Background: an optimization exercise with open tools, aiming at small area, a short achievable clock period and few clock cycles. Do not read the settings as production practice.
At most, simulation tests tie the RTL to the original design; equivalence was not proved.
Power and IR drop assume default switching activity.

## lhb_tx
module lhb_tx #(
    parameter TX_MSG_CAP = 128           
) (
    input  wire        clk,
    input  wire        rst,              
    input  wire        t_valid,
    input  wire [7:0]  t_data,
    input  wire        t_last,
    input  wire        t_empty,          
    output wire        t_ready,
    output wire        tx_valid,
    output wire [7:0]  tx_data,
    input  wire        tx_ready,
    output wire        e_valid,
    output wire [7:0]  e_arg,            
    output wire [15:0] e_len,            
    input  wire        e_ready
);
For scale: about 2600 cells after synthesis, ~50 I/O pins, about 0.034 sq mm of cells after synthesis.
export LEC_CHECK = 0
export ABC_CLOCK_PERIOD_IN_PS = 3000
export CAP_MARGIN = 20
export CORE_MARGIN = 2
export CORE_UTILIZATION = 55
export PLACE_DENSITY = 0.7
export SLEW_MARGIN = 20
create_clock -name core_clock -period 10.0 [get_ports {clk}]
standard.sh (not shown) runs the stock make flow with config.mk's settings and CLKGATE_MAP_FILE= SYNTH_SCRIPT=/design/flow/synth_recipe.tcl, a recipe that flattens the netlist after the stock synthesis.
==> flow/flow/run.sh <==
#!/bin/bash
# Standard layout, with port buffers of a fixed drive, a clock tree without
# dummy loads, and timing repair aiming for a setup slack margin of 6.9 ns
# at the design's clock period.
set -euo pipefail
bash standard.sh SETUP_SLACK_MARGIN=6.9 \
  'BUFFER_PORTS_ARGS=-buffer_cell sky130_fd_sc_hd__buf_4' \
  'CTS_ARGS=-sink_clustering_enable -repair_clock_nets -dont_use_dummy_load' \
  finish > standard.log 2>&1
Testbench counts at the start, summed over its fixed seeds: cycles 17,954.
Rerun with:
--- a/flow/design.v
+++ b/flow/design.v
@@ -7,25 +7,25 @@
     input  wire [7:0]  t_data,
     input  wire        t_last,
     input  wire        t_empty,          
     output wire        t_ready,
     output wire        tx_valid,
     output wire [7:0]  tx_data,
     input  wire        tx_ready,
     output wire        e_valid,
     output wire [7:0]  e_arg,            
     output wire [15:0] e_len,            
     input  wire        e_ready
 );
-    localparam N  = TX_MSG_CAP + 3;      
+    localparam N  = TX_MSG_CAP + 4;      
     localparam EW = 8;                   
     localparam Q  = 105;                 
     localparam R  = Q + 1;               
     localparam ER = 8;                   
     localparam LA = TX_MSG_CAP + 1;      
     localparam AW = 8;
     localparam SW = 9;                   
     function [AW:0] nx;
         input [AW:0] a;
         nx = (a[AW-1:0] == N - 1) ? {~a[AW], {AW{1'b0}}} : {a[AW], a[AW-1:0] + 1'b1};
     endfunction
     function [AW-1:0] nxi;
@@ -201,25 +201,25 @@
     end
     reg [SW-1:0] r_slot;
     integer      i;
     always @(*) begin
         r_slot = drum[SW*R +: SW];
         for (i = 1; i < ER; i = i + 1)
             if (orr == i)
                 r_slot = drum[SW*(R+i) +: SW];
     end
     wire r_eof = r_slot[8] && (&r_slot[7:0]);
     wire r_c0  = |drum[SW*Q +: 8];       
     wire r_at  = (orr < ER);
-    wire r_ok  = (r_st == R_BODY) || ((orr == 0) && (rd != sof) && r_c0);
+    wire r_ok  = (r_st == R_BODY) || ((orr == 0) && (rd[AW-1:0] != sof[AW-1:0]) && r_c0);
     wire r_go  = r_at && r_ok && (!o_v || tx_ready);
     wire       o_ld  = !o_v || tx_ready;
     wire [7:0] o_new = (r_st == R_SOF || r_eof) ? 8'h00 : r_slot[7:0];
     always @(posedge clk) begin
         o_d <= o_ld ? o_new : o_h;
         o_h <= o_ld ? o_new : o_d;
     end
     always @(posedge clk) begin
         if (rst) begin
             r_st <= R_SOF;
             rd   <= 0;
             orr  <= N + 1 - R;
Setup slack barely changes; fmax hardly moves; combinational power falls by a few percent; via count went up by a few percent; non-clock buffer count decreases by 16; critical path depth increases by 3; total power climbs slightly; clock power hardly moves; sequential share of layout area climbs by 0.37 points; routed wire length shrinks slightly.
No functional check of the RTL was part of the second run of this note.

The RTL this note starts from:
==> flow/design.v <==
module lhb_tx #(
    parameter TX_MSG_CAP = 128           
) (
    input  wire        clk,
    input  wire        rst,              
    input  wire        t_valid,
    input  wire [7:0]  t_data,
    input  wire        t_last,
    input  wire        t_empty,          
    output wire        t_ready,
    output wire        tx_valid,
    output wire [7:0]  tx_data,
    input  wire        tx_ready,
    output wire        e_valid,
    output wire [7:0]  e_arg,            
    output wire [15:0] e_len,            
    input  wire        e_ready
);
    localparam N  = TX_MSG_CAP + 3;      
    localparam EW = 8;                   
    localparam Q  = 105;                 
    localparam R  = Q + 1;               
    localparam ER = 8;                   
    localparam LA = TX_MSG_CAP + 1;      
    localparam AW = 8;
    localparam SW = 9;                   
    function [AW:0] nx;
        input [AW:0] a;
        nx = (a[AW-1:0] == N - 1) ? {~a[AW], {AW{1'b0}}} : {a[AW], a[AW-1:0] + 1'b1};
    endfunction
    function [AW-1:0] nxi;
        input [AW-1:0] a;
        nxi = (a == N - 1) ? {AW{1'b0}} : a + 1'b1;
    endfunction
    function [AW-1:0] dif;
        input [AW-1:0] a;
        input [AW-1:0] b;
        reg   [AW:0]   d;
        begin
            d   = {1'b0, a} - {1'b0, b};
            dif = d[AW] ? d[AW-1:0] + N : d[AW-1:0];
        end
    endfunction
    reg  [SW*N-1:0] drum;                
    localparam [1:0] W_DATA = 2'd0, W_EOF = 2'd1, W_SOF = 2'd2, W_C0 = 2'd3;
    reg  [1:0]    w_st;
    reg  [AW:0]   wr;                    
    reg  [AW-1:0] ow;                    
    reg  [AW:0]   sof;                   
    reg  [AW-1:0] lw;                    
    reg  [15:0]   mcnt;                  
    reg           lt_cap;                
    reg  [7:0]    first;                 
    reg           err_v;
    reg           t_rdy;
    reg           q_ok;                  
    reg  [7:0]    q_code;                
    reg           q_fill;                
    localparam R_SOF = 1'b0, R_BODY = 1'b1;
    reg           r_st;
    reg  [AW:0]   rd;                    
    reg  [AW-1:0] orr;                   
    reg           o_v;
    reg  [7:0]    o_d;                   
    reg  [7:0]    o_h;                   
    assign t_ready  = t_rdy;
    assign e_valid  = err_v;
    assign e_arg    = first;
    assign e_len    = mcnt;
    assign tx_valid = o_v;
    assign tx_data  = o_d;
    wire        t_take  = t_valid && t_rdy;
    wire [AW:0] wr1     = nx(wr);
    wire        full    = (wr[AW-1:0] == rd[AW-1:0]) && (wr[AW] != rd[AW]);
    wire        full1   = (wr1[AW-1:0] == rd[AW-1:0]) && (wr1[AW] != rd[AW]);
    wire        at_w    = (ow < EW);
    wire [AW-1:0] ow1   = nxi(ow);
    wire        at_w1   = (ow1 < EW);
    wire        can     = at_w && !full;
    wire        w_eof   = (w_st == W_EOF) && can;
    wire        w_sof   = (w_st == W_SOF) && !full;
    wire        w_c0    = (w_st == W_C0) && can;
    wire        m_adv   = w_eof || w_sof || w_c0;
    wire        e_take  = err_v && e_ready;
    wire [AW-1:0] ow_i  = m_adv ? ow : ow1;
    wire [AW:0]   wr_i  = m_adv ? wr1 : wr;
    wire [AW-1:0] lw_i  = w_eof ? 8'd0 : m_adv ? lw + 1'b1 : lw;
    reg  [1:0]    w_st_i;
    always @(*) begin
        w_st_i = w_st;
        case (w_st)
        W_EOF:   if (w_eof) w_st_i = W_SOF;
        W_SOF:   if (w_sof) w_st_i = W_C0;
        W_C0:    if (w_c0)  w_st_i = W_DATA;
        default: ;
        endcase
    end
    wire        cap_i   = (w_eof || e_take) ? 1'b1 : lt_cap;
    wire        err_i   = err_v && !e_ready;
    wire        at_w_i  = m_adv ? at_w : at_w1;
    wire        full_i  = m_adv ? full1 : full;
    wire        rdy_i   = (w_st_i == W_DATA) && !err_i && (!cap_i || (at_w_i && !full_i));
    wire          ret     = !lt_cap && (mcnt == TX_MSG_CAP);
    wire [AW-1:0] ow_ret  = (ow >= N - 1 - TX_MSG_CAP) ? ow - (N - 1 - TX_MSG_CAP) : ow + TX_MSG_CAP + 1;
    wire [AW-1:0] ow_d    = lt_cap ? ow : ret ? ow_ret : ow1;
    wire [AW:0]   wr_d    = lt_cap ? wr1 : ret ? nx(nx(sof)) : wr;
    wire [AW-1:0] lw_d    = lt_cap ? lw + 1'b1 : ret ? 8'd2 : lw;
    wire [15:0]   mcnt_d  = (mcnt == 16'hFFFF) ? mcnt : mcnt + 16'd1;
    wire          cap_d   = lt_cap && (mcnt != TX_MSG_CAP - 1);
    wire          rdy_d   = !cap_d || (at_w && !full1);    
    wire          b_wok  = t_rdy && (lt_cap || t_empty);    
    wire [SW-1:0] b_wd   = t_empty ? {1'b1, 8'hFF} : {t_data == 8'h00, t_data};
    wire          m_we   = w_eof || w_c0;
    wire [SW-1:0] m_wd   = {1'b1, {8{!w_c0}}};
    always @(posedge clk) begin
        if (rst) begin
            w_st   <= W_DATA;
            wr     <= 2;
            ow     <= 0;
            sof    <= 0;
            lw     <= 2;
            mcnt   <= 16'd0;
            lt_cap <= 1'b1;
            err_v  <= 1'b0;
            t_rdy  <= 1'b1;
        end else if (!t_take) begin
            w_st   <= w_st_i;
            wr     <= wr_i;
            ow     <= ow_i;
            lw     <= lw_i;
            if (w_eof)
                sof <= wr1;
            if (w_eof || e_take)
                mcnt <= 16'd0;
            lt_cap <= cap_i;
            err_v  <= err_i;
            t_rdy  <= rdy_i;
        end else if (t_empty) begin
            w_st   <= W_SOF;
            wr     <= wr1;
            lw     <= 8'd0;
            sof    <= wr1;
            t_rdy  <= 1'b0;
        end else begin
            w_st   <= (lt_cap && t_last) ? W_EOF : W_DATA;
            wr     <= wr_d;
            ow     <= ow_d;
            lw     <= lw_d;
            mcnt   <= mcnt_d;
            lt_cap <= cap_d;
            err_v  <= !lt_cap && t_last;
            t_rdy  <= !t_last && rdy_d;
        end
    end
    reg  [7:0] first_h;
    wire       f_ld = t_take && !t_empty && (mcnt == 16'd0);
    always @(posedge clk) begin
        first   <= f_ld ? t_data : first_h;
        first_h <= f_ld ? t_data : first;
    end
    integer j;
    reg [SW*N-1:0] drum_nx;
    always @(*) begin
        drum_nx = {drum[SW*(N-1)-1:0], drum[SW*(N-1) +: SW]};
        if (rst)
            drum_nx[0 +: SW] = {1'b1, 8'h00};
        else
            for (j = 0; j < EW; j = j + 1)
                if (ow == j) begin
                    if (m_we)
                        drum_nx[SW*j +: SW] = m_wd;
                    else if (b_wok && t_valid)
                        drum_nx[SW*j +: SW] = b_wd;
                end
        if (q_fill)
            drum_nx[SW*Q +: SW] = {1'b1, q_code};
    end
    always @(posedge clk)
        drum <= drum_nx;
    function [7:0] lookahead;
        input [SW*N-1:0] d;
        integer k;
        begin
            lookahead = 8'd0;
            for (k = LA; k >= 1; k = k - 1)
                if (d[SW*((Q - 2 - k + N) % N) + 8])
                    lookahead = k;
        end
    endfunction
    wire [SW-1:0] q_slot = drum[SW*(Q-2) +: SW];
    wire [AW-1:0] q_off  = (ow <= Q - 3) ? Q - 3 - ow : Q - 3 + N - ow;
    always @(posedge clk) begin
        if (rst) begin
            q_ok   <= 1'b0;
            q_fill <= 1'b0;
        end else begin
            q_ok   <= (q_off >= lw);
            q_fill <= q_slot[8] && (q_slot[7:0] == 8'h00) && q_ok;
        end
        q_code <= lookahead(drum);
    end
    reg [SW-1:0] r_slot;
    integer      i;
    always @(*) begin
        r_slot = drum[SW*R +: SW];
        for (i = 1; i < ER; i = i + 1)
            if (orr == i)
                r_slot = drum[SW*(R+i) +: SW];
    end
    wire r_eof = r_slot[8] && (&r_slot[7:0]);
    wire r_c0  = |drum[SW*Q +: 8];       
    wire r_at  = (orr < ER);
    wire r_ok  = (r_st == R_BODY) || ((orr == 0) && (rd != sof) && r_c0);
    wire r_go  = r_at && r_ok && (!o_v || tx_ready);
    wire       o_ld  = !o_v || tx_ready;
    wire [7:0] o_new = (r_st == R_SOF || r_eof) ? 8'h00 : r_slot[7:0];
    always @(posedge clk) begin
        o_d <= o_ld ? o_new : o_h;
        o_h <= o_ld ? o_new : o_d;
    end
    always @(posedge clk) begin
        if (rst) begin
            r_st <= R_SOF;
            rd   <= 0;
            orr  <= N + 1 - R;
            o_v  <= 1'b0;
        end else begin
            if (r_go) begin
                rd  <= nx(rd);
                o_v <= 1'b1;
                if (r_st == R_SOF)
                    r_st <= R_BODY;
                else if (r_eof)
                    r_st <= R_SOF;
            end else begin
                orr <= nxi(orr);
                if (tx_ready)
                    o_v <= 1'b0;
            end
        end
    end
endmodule
export LEC_CHECK = 0
export ABC_CLOCK_PERIOD_IN_PS = 3000
export CAP_MARGIN = 20
export CORE_MARGIN = 2
export CORE_UTILIZATION = 60
export PLACE_DENSITY = 0.72
export SLEW_MARGIN = 20
create_clock -name core_clock -period 10.0 [get_ports {clk}]
==> flow/flow/run.sh <==
#!/bin/bash
# Standard layout, with port buffers of a fixed drive, a clock tree of
# larger sink clusters without dummy loads, and timing repair aiming for a
# setup slack margin of 6.9 ns at the design's clock period.
set -euo pipefail
bash standard.sh SETUP_SLACK_MARGIN=6.9 \
  'BUFFER_PORTS_ARGS=-buffer_cell sky130_fd_sc_hd__buf_4' \
  'CTS_ARGS=-sink_clustering_enable -repair_clock_nets -dont_use_dummy_load -sink_clustering_size 24 -sink_clustering_max_diameter 140' \
  finish > standard.log 2>&1
The baseline passed the timing, DRC and antenna checks.
Testbench counts at the start, summed over its fixed seeds: cycles 17,954.
Then changed:
--- a/flow/design.v
+++ b/flow/design.v
@@ -18,30 +18,21 @@
 );
     localparam N  = TX_MSG_CAP + 3;      
     localparam EW = 8;                   
     localparam Q  = 105;                 
     localparam R  = Q + 1;               
-    localparam ER = 8;                   
+    localparam ER = 4;                   
     localparam LA = TX_MSG_CAP + 1;      
     localparam AW = 8;
     localparam SW = 9;                   
     function [AW:0] nx;
         input [AW:0] a;
         nx = (a[AW-1:0] == N - 1) ? {~a[AW], {AW{1'b0}}} : {a[AW], a[AW-1:0] + 1'b1};
     endfunction
     function [AW-1:0] nxi;
         input [AW-1:0] a;
         nxi = (a == N - 1) ? {AW{1'b0}} : a + 1'b1;
-    endfunction
-    function [AW-1:0] dif;
-        input [AW-1:0] a;
-        input [AW-1:0] b;
-        reg   [AW:0]   d;
-        begin
-            d   = {1'b0, a} - {1'b0, b};
-            dif = d[AW] ? d[AW-1:0] + N : d[AW-1:0];
-        end
     endfunction
     reg  [SW*N-1:0] drum;                
     localparam [1:0] W_DATA = 2'd0, W_EOF = 2'd1, W_SOF = 2'd2, W_C0 = 2'd3;
     reg  [1:0]    w_st;
     reg  [AW:0]   wr;                    
=> Cell area goes down by about 1.6%; worst setup slack loses 0.019 ns; register-to-register slack loses 0.03 ns; die area goes down by 1.7%; routed wire length goes down by about 4.4%; via count goes down by 3.2%; cell count goes down by 3.1%; combinational power goes down by about 12%; global-route usage goes down by 0.56 points; clock skew goes up by 0.0056 ns.
Testbench counts after the change, summed over its fixed seeds: cycles 17,954.

[static timing again, ports no longer ideal]
The results above use ideal ports. As a check the final layouts listed here were re-extracted and re-timed, cells and wires unchanged.
Step 1 assumes that a clkbuf_16 drives the clock port and a buf_2 every other input.
Step 2 also shifts input and output timing later by t, the mid clock arrival at the registers, as if the neighbouring blocks saw the same clock.
a / b / c = ideal ports / drivers / drivers and shift; a / b = the first two.
| run | shift t [ns] | setup WS [ns] | worst setup path at the end | clock arrival spread, ns |
|---|---|---|---|---|
| the first run of note 1 | 0.689 | 6.869 / 6.808 / 6.323 | input to register | 0.102 / 0.101 |
| the second run of note 1 | 0.691 | 6.867 / 6.845 / 6.208 | input to register | 0.067 / 0.067 |
| the first run of note 2 | 0.680 | 6.898 / 6.840 / 6.320 | input to register | 0.076 / 0.076 |
| the second run of note 2 | 0.678 | 6.879 / 6.832 / 6.219 | input to register | 0.080 / 0.080 |
After both steps setup and hold are still met in every run listed. For the second run of note 2, which loses most, drivers alone change the setup slack by -0.047 ns; drivers and shift together by -0.660 ns.
